What follows belongs to an exercise in optimizing a design on an open flow for small area, a short achievable clock period and few clock cycles; a production flow would make more cautious choices.
In this exercise RTL edits were held to simulation tests only and were not proved equivalent to the original.
Power is estimated from default activity; no workload was simulated.

==> v35: inputs <==
Design emg_codec, start of the top module:
module emg_codec (
    input  wire        clk,
    input  wire        rst,             
    input  wire        cmd_valid,
    output wire        cmd_ready,
    input  wire [31:0] cmd_word,
    input  wire [31:0] cmd_arg0,
    input  wire [31:0] cmd_arg1,
    input  wire [31:0] cmd_arg2,
    output reg         done,
    output wire [7:0]  err_code,
    output reg  [31:0] err_info,
    output reg  [2:0]  hdr_flags,       
    output reg  [31:0] crc_res,
    output wire [31:0] out_bits,
    output wire [31:0] out_bytes,
    output wire [31:0] payload_addr,
    output reg  [31:0] hdr_magic,
    output reg  [7:0]  hdr_version,
    output reg  [7:0]  hdr_scheme,
    output reg  [15:0] hdr_rsvd,
    output reg  [31:0] hdr_len,
    output reg  [31:0] hdr_crc,
    output reg         mem_en,
    output reg         mem_we,
    output reg  [13:0] mem_addr,        
    output reg  [3:0]  mem_wstrb,
    output reg  [31:0] mem_wdata,
    input  wire [31:0] mem_rdata
);
    localparam [31:0] MAGIC   = 32'h4D304D31;
    localparam [7:0]  VERSION = 8'h56;
    localparam [3:0] S_IDLE = 4'd0,
                     S_CHK  = 4'd1,
                     S_CRC  = 4'd2,
                     S_HRD  = 4'd3,
                     S_HCHK = 4'd4,
                     S_PEND = 4'd5,
                     S_ENC  = 4'd6,
  ...
clock: 30.0 ns
lec_check: 0
cap_margin: 20
core_margin: 2
core_utilization: 40
slew_margin: 20
run.sh (not shown) runs the stock make flow with config.mk's settings and CLKGATE_MAP_FILE= SYNTH_SCRIPT=/design/flow/synth_recipe.tcl, a recipe that flattens the netlist after the stock synthesis.
==> v37: changes against v35 <==
--- a/flow/design.v
+++ b/flow/design.v
@@ -67,17 +67,18 @@
     reg        xv;                  
     reg        ycomp;               
     reg [2:0]  k3;                  
     reg [1:0]  lo;                  
     reg [1:0]  dr;                  
     reg [1:0]  dcnt;
     reg        dchk;                
     reg        ovl2;                
-    assign cmd_ready    = (state == S_IDLE);
+    reg        rdy;                 
+    assign cmd_ready    = rdy;
     assign err_code     = {4'd0, err_c};
     assign out_bits     = {11'd0, obits};
     assign out_bytes    = {15'd0, obytes};
     assign payload_addr = {15'd0, paddr};
     function [31:0] crc_t32;
         input [31:0] v;
         begin
             crc_t32[0] = (v[0] ^ v[1] ^ v[2] ^ v[3] ^ v[4] ^ v[6] ^ v[7] ^ v[8] ^ v[16] ^ v[20] ^ v[22] ^ v[23] ^ v[26]);
@@ -163,24 +164,17 @@
                     r = r - 3'd3;
                 end else begin
                     q[i] = 1'b0;
                 end
             end
             div5 = {r[1:0], q};
         end
     endfunction
-    wire [7:0] opc    = err_info[7:0];
-    wire       mbz    = (err_info[31:8] == 24'd0);
-    wire       op_nop = mbz && opc == 8'h00;
-    wire       op_enc = mbz && opc == 8'h10;
-    wire       op_dec = mbz && opc == 8'h11;
-    wire       op_crc = mbz && opc == 8'h20;
-    wire       op_bld = mbz && opc == 8'h21;
-    wire       op_prs = mbz && opc == 8'h22;
+    reg        op_nop, op_enc, op_dec, op_crc, op_bld, op_prs;
     wire       op_rep = op_enc || op_dec;
     wire       op_mem = op_rep || op_crc || op_bld || op_prs;
     wire st_chk = (state == S_CHK);
     wire st_enc = (state == S_ENC);
     wire st_dec = (state == S_DEC);
     wire st_crc = (state == S_CRC);
     wire st_hrd = (state == S_HRD);
     wire [16:0] ck_a   = st_chk ? ea : eb;
@@ -334,40 +328,20 @@
                 assign wdat[31:24] = orot[31:24];
             end
             assign wstb[gl] = (!wr_last || gl <= wend_m1[1:0]) && !(wfirst && gl < wd);
         end
     endgenerate
     wire [6:0]  dstep = div5(st_chk ? 2'd0 : dr, en[19:15]);
     wire [17:0] en_nb = en[20:3] + {17'd0, en[2:0] != 3'd0};    
     always @(posedge clk) begin
-        if (rst) begin
-            state     <= S_IDLE;
-            done      <= 1'b0;
-            err_c     <= 4'd0;
-            err_info  <= 32'd0;
-            hdr_flags <= 3'd0;
-            crc_res   <= 32'd0;
-            obits     <= 21'd0;
-            obytes    <= 17'd0;
-            paddr     <= 17'd0;
-            hdr_magic <= 32'd0;
-            hdr_version <= 8'd0;
-            hdr_scheme  <= 8'd0;
-            hdr_rsvd  <= 16'd0;
-            hdr_len   <= 32'd0;
-            hdr_crc   <= 32'd0;
-            mem_en    <= 1'b0;
-            mem_we    <= 1'b0;
-            rv1       <= 1'b0;
-            rv        <= 1'b0;
-        end else begin
+        begin
             done <= 1'b0;
-            rv1  <= rd_st1 && (state != S_IDLE);
-            rv   <= rv1 && (state != S_IDLE);
+            rv1  <= rd_st1 && !rdy;
+            rv   <= rv1 && !rdy;
             rdat <= mem_rdata;
             if (rv) begin
                 rcar <= rdat[31:8];
                 rprime <= 1'b0;
             end
             if (wr_go) begin
                 mem_en    <= 1'b1;
                 mem_we    <= 1'b1;
@@ -395,17 +369,24 @@
             S_IDLE: begin
                 ea     <= cmd_arg0[16:0];
                 ea_hi  <= (cmd_arg0[31:17] != 15'd0);
                 en     <= {1'b0, cmd_arg1[19:0]};
                 en_hi  <= (cmd_arg1[31:20] != 12'd0);
                 eb     <= cmd_arg2[16:0];
                 eb_hi  <= (cmd_arg2[31:17] != 15'd0);
                 eb_hi8 <= (cmd_arg2[31:8] != 24'd0);
+                op_nop <= (cmd_word == 32'h00);
+                op_enc <= (cmd_word == 32'h10);
+                op_dec <= (cmd_word == 32'h11);
+                op_crc <= (cmd_word == 32'h20);
+                op_bld <= (cmd_word == 32'h21);
+                op_prs <= (cmd_word == 32'h22);
                 if (cmd_valid) begin
+                    rdy      <= 1'b0;
                     err_info <= cmd_word;
                     state    <= S_CHK;
                 end
             end
             S_CHK: begin
                 if (ss_any && op_mem) begin
                     mem_en   <= 1'b1;
                     mem_we   <= 1'b0;
@@ -429,20 +410,17 @@
                 is_prs  <= op_prs;
                 waddr   <= op_bld ? ea[15:2] : eb[15:2];
                 wd      <= op_bld ? ea[1:0] : eb[1:0];
                 wend    <= ea16[16:0];
                 hdr_flags <= 3'd0;
                 err_c    <= 4'd0;
                 err_info <= 32'd0;
                 state    <= S_FIN;
-                if (!mbz) begin
-                    err_c    <= 4'd1;
-                    err_info <= err_info;
-                end else if (op_nop) begin
+                if (op_nop) begin
                 end else if (op_rep) begin
                     if (op_dec && !en_hi && en[19:0] < 20'd3) begin
                         err_c    <= 4'd5;
                         err_info <= {11'd0, en};
                     end else if (ea_hi || en_hi || !ck_le) begin
                         err_c    <= 4'd2;
                     end else if (op_enc) begin
                         en    <= n3[20:0];
@@ -495,16 +473,17 @@
                 end
                 if (bld_wr)
                     k3 <= k3 + 3'd1;
                 if (last_arr && !is_bld) begin
                     if (is_prs) begin
                         state <= S_PEND;
                     end else begin
                         done  <= 1'b1;
+                        rdy   <= 1'b1;
                         state <= S_IDLE;
                     end
                 end
             end
             S_HRD: begin
                 if (sv) begin
                     k3 <= k3 + 3'd1;
                     case (k3[1:0])
@@ -554,16 +533,17 @@
                     err_c    <= 4'd9;
                     err_info <= crc_res;
                 end else begin
                     paddr  <= ea16[16:0];
                     obits  <= 21'd0;
                     obytes <= hdr_len[16:0];
                 end
                 done  <= 1'b1;
+                rdy   <= 1'b1;
                 state <= S_IDLE;
             end
             S_ENC, S_DEC: begin
                 if (st_dec && dcnt != 2'd0) begin
                     en   <= {1'b0, en[14:0], dstep[4:0]};
                     dr   <= dstep[6:5];
                     dcnt <= dcnt - 2'd1;
                 end else if (dchk) begin
@@ -609,16 +589,42 @@
                         if (k3[1:0] == 2'd2 || last_arr)
                             ycomp <= 1'b1;
                     end
                 end
             end
             S_FIN: begin
                 if (pend0) begin
                     done  <= 1'b1;
+                    rdy   <= 1'b1;
                     state <= S_IDLE;
                 end
             end
-            default: state <= S_IDLE;
+            default: begin
+                state <= S_IDLE;
+                rdy   <= 1'b1;
+            end
             endcase
+            if (rst) begin
+                state     <= S_IDLE;
+                done      <= 1'b0;
+                err_c     <= 4'd0;
+                err_info  <= 32'd0;
+                hdr_flags <= 3'd0;
+                crc_res   <= 32'd0;
+                obits     <= 21'd0;
+                obytes    <= 17'd0;
+                paddr     <= 17'd0;
+                hdr_magic <= 32'd0;
+                hdr_version <= 8'd0;
+                hdr_scheme  <= 8'd0;
+                hdr_rsvd  <= 16'd0;
+                hdr_len   <= 32'd0;
+                hdr_crc   <= 32'd0;
+                mem_en    <= 1'b0;
+                mem_we    <= 1'b0;
+                rv1       <= 1'b0;
+                rv        <= 1'b0;
+                rdy       <= 1'b1;
+            end
         end
     end
 endmodule
==> v4: changes against v35 <==
--- a/flow/design.v
+++ b/flow/design.v
@@ -35,29 +35,29 @@
                      S_CRC  = 4'd2,
                      S_HRD  = 4'd3,
                      S_HCHK = 4'd4,
                      S_PEND = 4'd5,
                      S_ENC  = 4'd6,
                      S_DEC  = 4'd7,
                      S_FIN  = 4'd8;
     reg [3:0]  state;
-    reg        is_bld, is_prs;      
     reg [16:0] ea;  reg ea_hi;      
     reg [20:0] en;  reg en_hi;      
     reg [16:0] eb;  reg eb_hi;      
     reg        eb_hi8;              
     reg [3:0]  err_c;
     reg [20:0] obits;
     reg [16:0] obytes;
     reg [16:0] paddr;
     reg [13:0] raddr;
     reg [14:0] rcnt;                
-    reg        rv1, rv;             
-    reg [31:0] rdat;
+    reg        rv1;                 
+    reg        svr;                 
+    reg [31:0] swr;
     reg [23:0] rcar;                
     reg [1:0]  rs;                  
     reg        rprime;              
     reg        cfirst;              
     reg [1:0]  cj;                  
     reg [13:0] waddr;
     reg [16:0] wend;                
     reg [1:0]  wd;                  
@@ -67,17 +67,18 @@
     reg        xv;                  
     reg        ycomp;               
     reg [2:0]  k3;                  
     reg [1:0]  lo;                  
     reg [1:0]  dr;                  
     reg [1:0]  dcnt;
     reg        dchk;                
     reg        ovl2;                
-    assign cmd_ready    = (state == S_IDLE);
+    reg        rdy;                 
+    assign cmd_ready    = rdy;
     assign err_code     = {4'd0, err_c};
     assign out_bits     = {11'd0, obits};
     assign out_bytes    = {15'd0, obytes};
     assign payload_addr = {15'd0, paddr};
     function [31:0] crc_t32;
         input [31:0] v;
         begin
             crc_t32[0] = (v[0] ^ v[1] ^ v[2] ^ v[3] ^ v[4] ^ v[6] ^ v[7] ^ v[8] ^ v[16] ^ v[20] ^ v[22] ^ v[23] ^ v[26]);
@@ -163,24 +164,17 @@
                     r = r - 3'd3;
                 end else begin
                     q[i] = 1'b0;
                 end
             end
             div5 = {r[1:0], q};
         end
     endfunction
-    wire [7:0] opc    = err_info[7:0];
-    wire       mbz    = (err_info[31:8] == 24'd0);
-    wire       op_nop = mbz && opc == 8'h00;
-    wire       op_enc = mbz && opc == 8'h10;
-    wire       op_dec = mbz && opc == 8'h11;
-    wire       op_crc = mbz && opc == 8'h20;
-    wire       op_bld = mbz && opc == 8'h21;
-    wire       op_prs = mbz && opc == 8'h22;
+    reg        op_nop, op_enc, op_dec, op_crc, op_bld, op_prs;
     wire       op_rep = op_enc || op_dec;
     wire       op_mem = op_rep || op_crc || op_bld || op_prs;
     wire st_chk = (state == S_CHK);
     wire st_enc = (state == S_ENC);
     wire st_dec = (state == S_DEC);
     wire st_crc = (state == S_CRC);
     wire st_hrd = (state == S_HRD);
     wire [16:0] ck_a   = st_chk ? ea : eb;
@@ -230,37 +224,38 @@
         end
     end
     wire        ss_p    = (ss_rs != 2'd0);
     wire        ss_any  = (ss_base != 15'd0) || ss_x;
     wire [14:0] ss_left = ss_base + {{14{!ss_x && !ss_p}}, !(ss_x ^ ss_p)};
     reg [31:0] sw;
     always @(*) begin
         case (rs)
-            2'd0: sw = rdat;
-            2'd1: sw = {rdat[7:0],  rcar[23:0]};
-            2'd2: sw = {rdat[15:0], rcar[23:8]};
-            default: sw = {rdat[23:0], rcar[23:16]};
+            2'd0: sw = mem_rdata;
+            2'd1: sw = {mem_rdata[7:0],  rcar[23:0]};
+            2'd2: sw = {mem_rdata[15:0], rcar[23:8]};
+            default: sw = {mem_rdata[23:0], rcar[23:16]};
         endcase
     end
     wire       rd_st1   = mem_en && !mem_we;
-    wire       sv       = rv && !rprime;                      
-    wire       pend0    = !(rd_st1 || rv1 || rv);
-    wire       last_arr = sv && rcnt == 15'd0 && !rd_st1 && !rv1;
-    wire [1:0] pendn    = {1'b0, rd_st1} + {1'b0, rv1} + {1'b0, rv};
+    wire       sv       = rv1 && !rprime;
+    wire       pend0e   = !(rd_st1 || rv1);
+    wire       pend0    = pend0e && !svr;
+    wire       last_arr = sv && rcnt == 15'd0 && !rd_st1;
+    wire       last_crc = svr && rcnt == 15'd0 && !rd_st1 && !rv1;
     reg [31:0] cmask;
     always @(*) begin
         case (cfirst ? cj : 2'd0)
             2'd0: cmask = 32'hFFFFFFFF;
             2'd1: cmask = 32'hFFFFFF00;
             2'd2: cmask = 32'hFFFF0000;
             default: cmask = 32'hFF000000;
         endcase
     end
-    wire [31:0] crc_nx = crc_t32(crc_res ^ (sw & cmask));
+    wire [31:0] crc_nx = crc_t32(crc_res ^ (swr & cmask));
     reg [31:0] dec_v;               
     reg [31:0] dec_e;               
     integer t;
     always @(*) begin
         dec_v = 32'd0;
         dec_e = 32'd0;
         case (k3[1:0])
             2'd0: begin
@@ -284,22 +279,22 @@
                     dec_v[sp(t)] = maj3(sw[sp(3*t-64)], sw[sp(3*t-63)], sw[sp(3*t-62)]);
                     dec_e[sp(t)] = 1'b1;
                 end
             end
         endcase
     end
     wire rc_nz  = (rcnt != 15'd0);
     wire enc_rd = st_enc && rc_nz &&
-                  ((!xv && (pend0 || (pendn == 2'd1 && rprime))) ||
-                   (xv && k3 == 3'd0 && pend0));
-    wire enc_wr = st_enc && !dchk && !enc_rd && (xv || (!rc_nz && pend0));
-    wire dec_wr = st_dec && !dchk && (ycomp || (!rc_nz && pend0));
+                  ((!xv && (pend0e || (rd_st1 && !rv1 && rprime))) ||
+                   (xv && k3 == 3'd1 && pend0e));
+    wire enc_wr = st_enc && !dchk && !enc_rd && (xv || (!rc_nz && pend0e));
+    wire dec_wr = st_dec && !dchk && (ycomp || (!rc_nz && pend0e));
     wire dec_rd = st_dec && rc_nz && !dec_wr;
-    wire bld_wr = st_crc && is_bld && !rc_nz && (k3 < 3'd3 || pend0);
+    wire bld_wr = st_crc && op_bld && !rc_nz && (k3 < 3'd3 || pend0);
     wire rd_go  = enc_rd || dec_rd || (st_crc && rc_nz) || (st_hrd && rc_nz);
     wire wr_go  = enc_wr || dec_wr || bld_wr;
     wire [16:0] wend_m1 = wend - 17'd1;
     wire        wr_last = (waddr == wend_m1[15:2]);
     reg [31:0] ow;
     always @(*) begin
         if (st_enc)
             ow = enc_word(xw, k3[1:0]) & smask(en);
@@ -334,78 +329,64 @@
                 assign wdat[31:24] = orot[31:24];
             end
             assign wstb[gl] = (!wr_last || gl <= wend_m1[1:0]) && !(wfirst && gl < wd);
         end
     endgenerate
     wire [6:0]  dstep = div5(st_chk ? 2'd0 : dr, en[19:15]);
     wire [17:0] en_nb = en[20:3] + {17'd0, en[2:0] != 3'd0};    
     always @(posedge clk) begin
-        if (rst) begin
-            state     <= S_IDLE;
-            done      <= 1'b0;
-            err_c     <= 4'd0;
-            err_info  <= 32'd0;
-            hdr_flags <= 3'd0;
-            crc_res   <= 32'd0;
-            obits     <= 21'd0;
-            obytes    <= 17'd0;
-            paddr     <= 17'd0;
-            hdr_magic <= 32'd0;
-            hdr_version <= 8'd0;
-            hdr_scheme  <= 8'd0;
-            hdr_rsvd  <= 16'd0;
-            hdr_len   <= 32'd0;
-            hdr_crc   <= 32'd0;
-            mem_en    <= 1'b0;
-            mem_we    <= 1'b0;
-            rv1       <= 1'b0;
-            rv        <= 1'b0;
-        end else begin
+        begin
             done <= 1'b0;
-            rv1  <= rd_st1 && (state != S_IDLE);
-            rv   <= rv1 && (state != S_IDLE);
-            rdat <= mem_rdata;
-            if (rv) begin
-                rcar <= rdat[31:8];
+            rv1  <= rd_st1 && !rdy;
+            svr  <= sv && !rdy;
+            swr  <= sw;
+            if (rv1) begin
+                rcar <= mem_rdata[31:8];
                 rprime <= 1'b0;
             end
+            mem_wstrb <= wstb;
+            mem_wdata <= wdat;
+            mem_addr  <= wr_go ? waddr : (raddr + 14'd1);
             if (wr_go) begin
                 mem_en    <= 1'b1;
                 mem_we    <= 1'b1;
-                mem_addr  <= waddr;
-                mem_wstrb <= wstb;
-                mem_wdata <= wdat;
                 waddr     <= waddr + 14'd1;
                 wfirst    <= 1'b0;
                 wcar      <= orot[23:0];
                 if (wr_last) begin
                     state <= S_FIN;
                     rcnt  <= 15'd0;
                 end
             end else if (rd_go) begin
                 mem_en   <= 1'b1;
                 mem_we   <= 1'b0;
-                mem_addr <= raddr + 14'd1;
                 raddr    <= raddr + 14'd1;
                 rcnt     <= rcnt - 15'd1;
             end else begin
                 mem_en <= 1'b0;
                 mem_we <= 1'b0;
             end
             case (state)
             S_IDLE: begin
                 ea     <= cmd_arg0[16:0];
                 ea_hi  <= (cmd_arg0[31:17] != 15'd0);
                 en     <= {1'b0, cmd_arg1[19:0]};
                 en_hi  <= (cmd_arg1[31:20] != 12'd0);
                 eb     <= cmd_arg2[16:0];
                 eb_hi  <= (cmd_arg2[31:17] != 15'd0);
                 eb_hi8 <= (cmd_arg2[31:8] != 24'd0);
+                op_nop <= (cmd_word == 32'h00);
+                op_enc <= (cmd_word == 32'h10);
+                op_dec <= (cmd_word == 32'h11);
+                op_crc <= (cmd_word == 32'h20);
+                op_bld <= (cmd_word == 32'h21);
+                op_prs <= (cmd_word == 32'h22);
                 if (cmd_valid) begin
+                    rdy      <= 1'b0;
                     err_info <= cmd_word;
                     state    <= S_CHK;
                 end
             end
             S_CHK: begin
                 if (ss_any && op_mem) begin
                     mem_en   <= 1'b1;
                     mem_we   <= 1'b0;
@@ -420,29 +401,24 @@
                 xv      <= 1'b0;
                 ycomp   <= 1'b0;
                 k3      <= 3'd0;
                 wfirst  <= 1'b1;
                 dchk    <= 1'b1;
                 ovl2    <= ck_gt;
                 dr      <= dstep[6:5];
                 dcnt    <= 2'd3;
-                is_bld  <= op_bld;
-                is_prs  <= op_prs;
                 waddr   <= op_bld ? ea[15:2] : eb[15:2];
                 wd      <= op_bld ? ea[1:0] : eb[1:0];
                 wend    <= ea16[16:0];
                 hdr_flags <= 3'd0;
                 err_c    <= 4'd0;
                 err_info <= 32'd0;
                 state    <= S_FIN;
-                if (!mbz) begin
-                    err_c    <= 4'd1;
-                    err_info <= err_info;
-                end else if (op_nop) begin
+                if (op_nop) begin
                 end else if (op_rep) begin
                     if (op_dec && !en_hi && en[19:0] < 20'd3) begin
                         err_c    <= 4'd5;
                         err_info <= {11'd0, en};
                     end else if (ea_hi || en_hi || !ck_le) begin
                         err_c    <= 4'd2;
                     end else if (op_enc) begin
                         en    <= n3[20:0];
@@ -484,27 +460,28 @@
                         state <= S_HRD;
                     end
                 end else begin
                     err_c    <= 4'd1;
                     err_info <= err_info;
                 end
             end
             S_CRC: begin
-                if (sv) begin
+                if (svr) begin
                     crc_res <= crc_nx;
                     cfirst  <= 1'b0;
                 end
                 if (bld_wr)
                     k3 <= k3 + 3'd1;
-                if (last_arr && !is_bld) begin
-                    if (is_prs) begin
+                if (last_crc && !op_bld) begin
+                    if (op_prs) begin
                         state <= S_PEND;
                     end else begin
                         done  <= 1'b1;
+                        rdy   <= 1'b1;
                         state <= S_IDLE;
                     end
                 end
             end
             S_HRD: begin
                 if (sv) begin
                     k3 <= k3 + 3'd1;
                     case (k3[1:0])
@@ -554,16 +531,17 @@
                     err_c    <= 4'd9;
                     err_info <= crc_res;
                 end else begin
                     paddr  <= ea16[16:0];
                     obits  <= 21'd0;
                     obytes <= hdr_len[16:0];
                 end
                 done  <= 1'b1;
+                rdy   <= 1'b1;
                 state <= S_IDLE;
             end
             S_ENC, S_DEC: begin
                 if (st_dec && dcnt != 2'd0) begin
                     en   <= {1'b0, en[14:0], dstep[4:0]};
                     dr   <= dstep[6:5];
                     dcnt <= dcnt - 2'd1;
                 end else if (dchk) begin
@@ -609,16 +587,42 @@
                         if (k3[1:0] == 2'd2 || last_arr)
                             ycomp <= 1'b1;
                     end
                 end
             end
             S_FIN: begin
                 if (pend0) begin
                     done  <= 1'b1;
+                    rdy   <= 1'b1;
                     state <= S_IDLE;
                 end
             end
-            default: state <= S_IDLE;
+            default: begin
+                state <= S_IDLE;
+                rdy   <= 1'b1;
+            end
             endcase
+            if (rst) begin
+                state     <= S_IDLE;
+                done      <= 1'b0;
+                err_c     <= 4'd0;
+                err_info  <= 32'd0;
+                hdr_flags <= 3'd0;
+                crc_res   <= 32'd0;
+                obits     <= 21'd0;
+                obytes    <= 17'd0;
+                paddr     <= 17'd0;
+                hdr_magic <= 32'd0;
+                hdr_version <= 8'd0;
+                hdr_scheme  <= 8'd0;
+                hdr_rsvd  <= 16'd0;
+                hdr_len   <= 32'd0;
+                hdr_crc   <= 32'd0;
+                mem_en    <= 1'b0;
+                mem_we    <= 1'b0;
+                rv1       <= 1'b0;
+                svr       <= 1'b0;
+                rdy       <= 1'b1;
+            end
         end
     end
 endmodule
==> flow/flow/run.sh (new file) <==
#!/bin/bash
# The standard ORFS layout (the standard.sh, unchanged synthesis), with two
# changes in how the layout is made:
#  - the port buffers that buffer_ports inserts are sky130_fd_sc_hd__buf_1
#    (its default pick is the larger and slower clkdlybuf4s50_1 delay cell);
set -euo pipefail
cd "$(dirname "$0")/.."
bash standard.sh "BUFFER_PORTS_ARGS=-buffer_cell sky130_fd_sc_hd__buf_1" \
    SETUP_SLACK_MARGIN=22.5 finish > flow_make.log 2>&1
==> flow/standard.sh (new file) <==
#!/bin/bash
# synth_recipe.tcl (not shown) runs the flow's synth.tcl, then flattens the netlist and writes it again
# the make line also repeats each setting of config.mk as NAME=value (left out here)
make -C /OpenROAD-flow-scripts/flow DESIGN_CONFIG=/design/flow/config.mk WORK_HOME=/design/flow/orfs CLKGATE_MAP_FILE= SYNTH_SCRIPT=/design/flow/synth_recipe.tcl "${@:-finish}"
- CORE_UTILIZATION: 40 -> 65
removed: flow/run.sh
==> impl_table.tex <==
\begin{tabular}{lr}
\hline
Metric & Value \\
\hline
\multicolumn{2}{l}{\textbf{STA}} \\
\quad Crit path setup slack, layout & 21,450 ps \\
\quad Shortest clock period the worst path allows after layout & 8545 ps \\
\multicolumn{2}{l}{\textbf{Logic synthesis}} \\
\quad Mean instance size in the synthesized netlist & 8.762 um2 \\
\quad Number of synthesized flops with an enable pin & 304 \\
\quad Cell types with the largest area share after synthesis & sky130\_fd\_sc\_hd\_\_edfxtp\_1, sky130\_fd\_sc\_hd\_\_dfxtp\_1, sky130\_fd\_sc\_hd\_\_xnor2\_1 \\
\multicolumn{2}{l}{\textbf{Power}} \\
\quad Pwr Density & 52.40 mW/mm2 \\
\quad Combinational cell power & 717 uW \\
\multicolumn{2}{l}{\textbf{Min path}} \\
\quad Endpoint with the worst hold slack & rcar[20] \\
\multicolumn{2}{l}{\textbf{Routing}} \\
\quad WL per Instance & 28.06 um \\
\quad Vias post-DR & 37,335 \\
\quad Wire length the detailed router placed on met1 & 68.69 mm \\
\quad Final wirelength & 172.0 mm \\
\quad Routed wire length on met2 & 75.71 mm \\
\multicolumn{2}{l}{\textbf{Finish}} \\
\quad Count of non-CTS buffers in the layout & 587 \\
\quad Flip-flop and latch area & 0.01440 mm2 \\
\multicolumn{2}{l}{\textbf{Run status}} \\
\quad Run status & no timing/DRC/antenna violations \\
\multicolumn{2}{l}{\textbf{Worst setup path}} \\
\quad Worst setup path endpoint & cmd\_ready \\
\quad Max Fanout on Critical Path & 61 \\
\multicolumn{2}{l}{\textbf{Placement}} \\
\quad Pre-CTS WS & 21,170 ps \\
\hline
\end{tabular}
# the run above: v35

==> impl_table.tex <==
\begin{tabular}{lr}
\hline
Metric & Value \\
\hline
\multicolumn{2}{l}{\textbf{Worst setup path}} \\
\quad Worst setup path endpoint & obytes[5] \\
\quad Max Fanout on Critical Path & 73 \\
\multicolumn{2}{l}{\textbf{Placement}} \\
\quad Pre-CTS WS & 21,470 ps \\
\multicolumn{2}{l}{\textbf{Logic synthesis}} \\
\quad Cell types with the largest area share after synthesis & sky130\_fd\_sc\_hd\_\_edfxtp\_1, sky130\_fd\_sc\_hd\_\_dfxtp\_1, sky130\_fd\_sc\_hd\_\_xnor2\_1 \\
\quad Number of synthesized flops with an enable pin & 263 \\
\multicolumn{2}{l}{\textbf{STA}} \\
\quad Crit path setup slack, layout & 21,460 ps \\
\quad Shortest clock period the worst path allows after layout & 8537 ps \\
\multicolumn{2}{l}{\textbf{Routing}} \\
\quad Wire length the detailed router placed on met1 & 69.69 mm \\
\quad Routed wire length on met2 & 76.37 mm \\
\multicolumn{2}{l}{\textbf{Power}} \\
\quad Combinational cell power & 928 uW \\
\quad Pwr Density & 58.95 mW/mm2 \\
\multicolumn{2}{l}{\textbf{Finish}} \\
\quad Flip-flop and latch area & 0.01412 mm2 \\
\multicolumn{2}{l}{\textbf{Run status}} \\
\quad Run status & no timing/DRC/antenna violations \\
\hline
\end{tabular}
# the run above: v37

==> impl_table.tex <==
\begin{tabular}{lr}
\hline
Metric & Value \\
\hline
\multicolumn{2}{l}{\textbf{Run status}} \\
\quad Run status & no timing/DRC/antenna violations \\
\multicolumn{2}{l}{\textbf{Routing}} \\
\quad Vias post-DR & 38,751 \\
\quad Wire length the detailed router placed on met1 & 54.54 mm \\
\quad Final wirelength & 159.1 mm \\
\quad Routed wire length on met2 & 65.74 mm \\
\multicolumn{2}{l}{\textbf{Power}} \\
\quad Combinational cell power & 1.24 mW \\
\quad Pwr Density & 69.26 mW/mm2 \\
\multicolumn{2}{l}{\textbf{Worst setup path}} \\
\quad Max Fanout on Critical Path & 8 \\
\quad Worst setup path endpoint & hdr\_len[14] \\
\multicolumn{2}{l}{\textbf{Logic synthesis}} \\
\quad Cell types with the largest area share after synthesis & sky130\_fd\_sc\_hd\_\_dfxtp\_1, sky130\_fd\_sc\_hd\_\_edfxtp\_1, sky130\_fd\_sc\_hd\_\_xnor2\_1 \\
\quad Mean instance size in the synthesized netlist & 8.561 um2 \\
\quad Number of synthesized flops with an enable pin & 225 \\
\multicolumn{2}{l}{\textbf{Placement}} \\
\quad Final GP Congestion & 1.094 \\
\quad Pre-CTS WS & 21,700 ps \\
\multicolumn{2}{l}{\textbf{Finish}} \\
\quad Ratio of cells with drive above 1 in the final layout & 0.06948 \\
\quad Flip-flop and latch area & 0.01374 mm2 \\
\quad Count of non-CTS buffers in the layout & 563 \\
\quad Comb\_multi\_in & 3,491 \\
\multicolumn{2}{l}{\textbf{STA}} \\
\quad Shortest clock period the worst path allows after layout & 7536 ps \\
\quad Crit path setup slack, layout & 22,460 ps \\
\hline
\end{tabular}
# the run above: v4

Testbench counts of v35, summed over its fixed seeds: cycles 28,095.
Testbench counts of v37, summed over its fixed seeds: cycles 28,095.
Testbench counts of v4, summed over its fixed seeds: cycles 27,877.

## static timing again, ports no longer ideal
No port has a modelled driver above. Below, the same layouts with a new extraction and two added sets of constraints.
Step 1 (the two cells are an assumption about what drives the block):
set clk [get_ports {clk}]
set_driving_cell -lib_cell sky130_fd_sc_hd__clkbuf_16 $clk
set_driving_cell -lib_cell sky130_fd_sc_hd__buf_2 [delete_from_list [all_inputs] $clk]
Step 2, shift: input delay + t, output delay - t, t = (earliest + latest rising clock arrival at the registers) / 2. This alone moves slack from input paths to output paths.
a / b / c = no drivers / after step 1 / after step 2; a / b = the first two.
| run | shift t [ns] | setup slack, ns | hold WS [ns] | worst register clock-pin slew, ns | pins driven straight from the clock port |
|---|---|---|---|---|---|
| v35 | 0.731 | 21.455 / 21.378 / 20.990 | 0.441 / 0.441 / 0.441 | 0.07 / 0.07 | 1 |
| v37 | 0.732 | 21.463 / 21.463 / 21.328 | 0.427 / 0.427 / 0.427 | 0.07 / 0.07 | 1 |
| v4 | 0.719 | 22.464 / 22.395 / 22.004 | 0.448 / 0.448 / 0.448 | 0.08 / 0.08 | 1 |
After both steps setup and hold are still met in every run listed. The setup slack of v35, which loses most, moves by -0.077 ns with the drivers and by -0.465 ns with both steps.
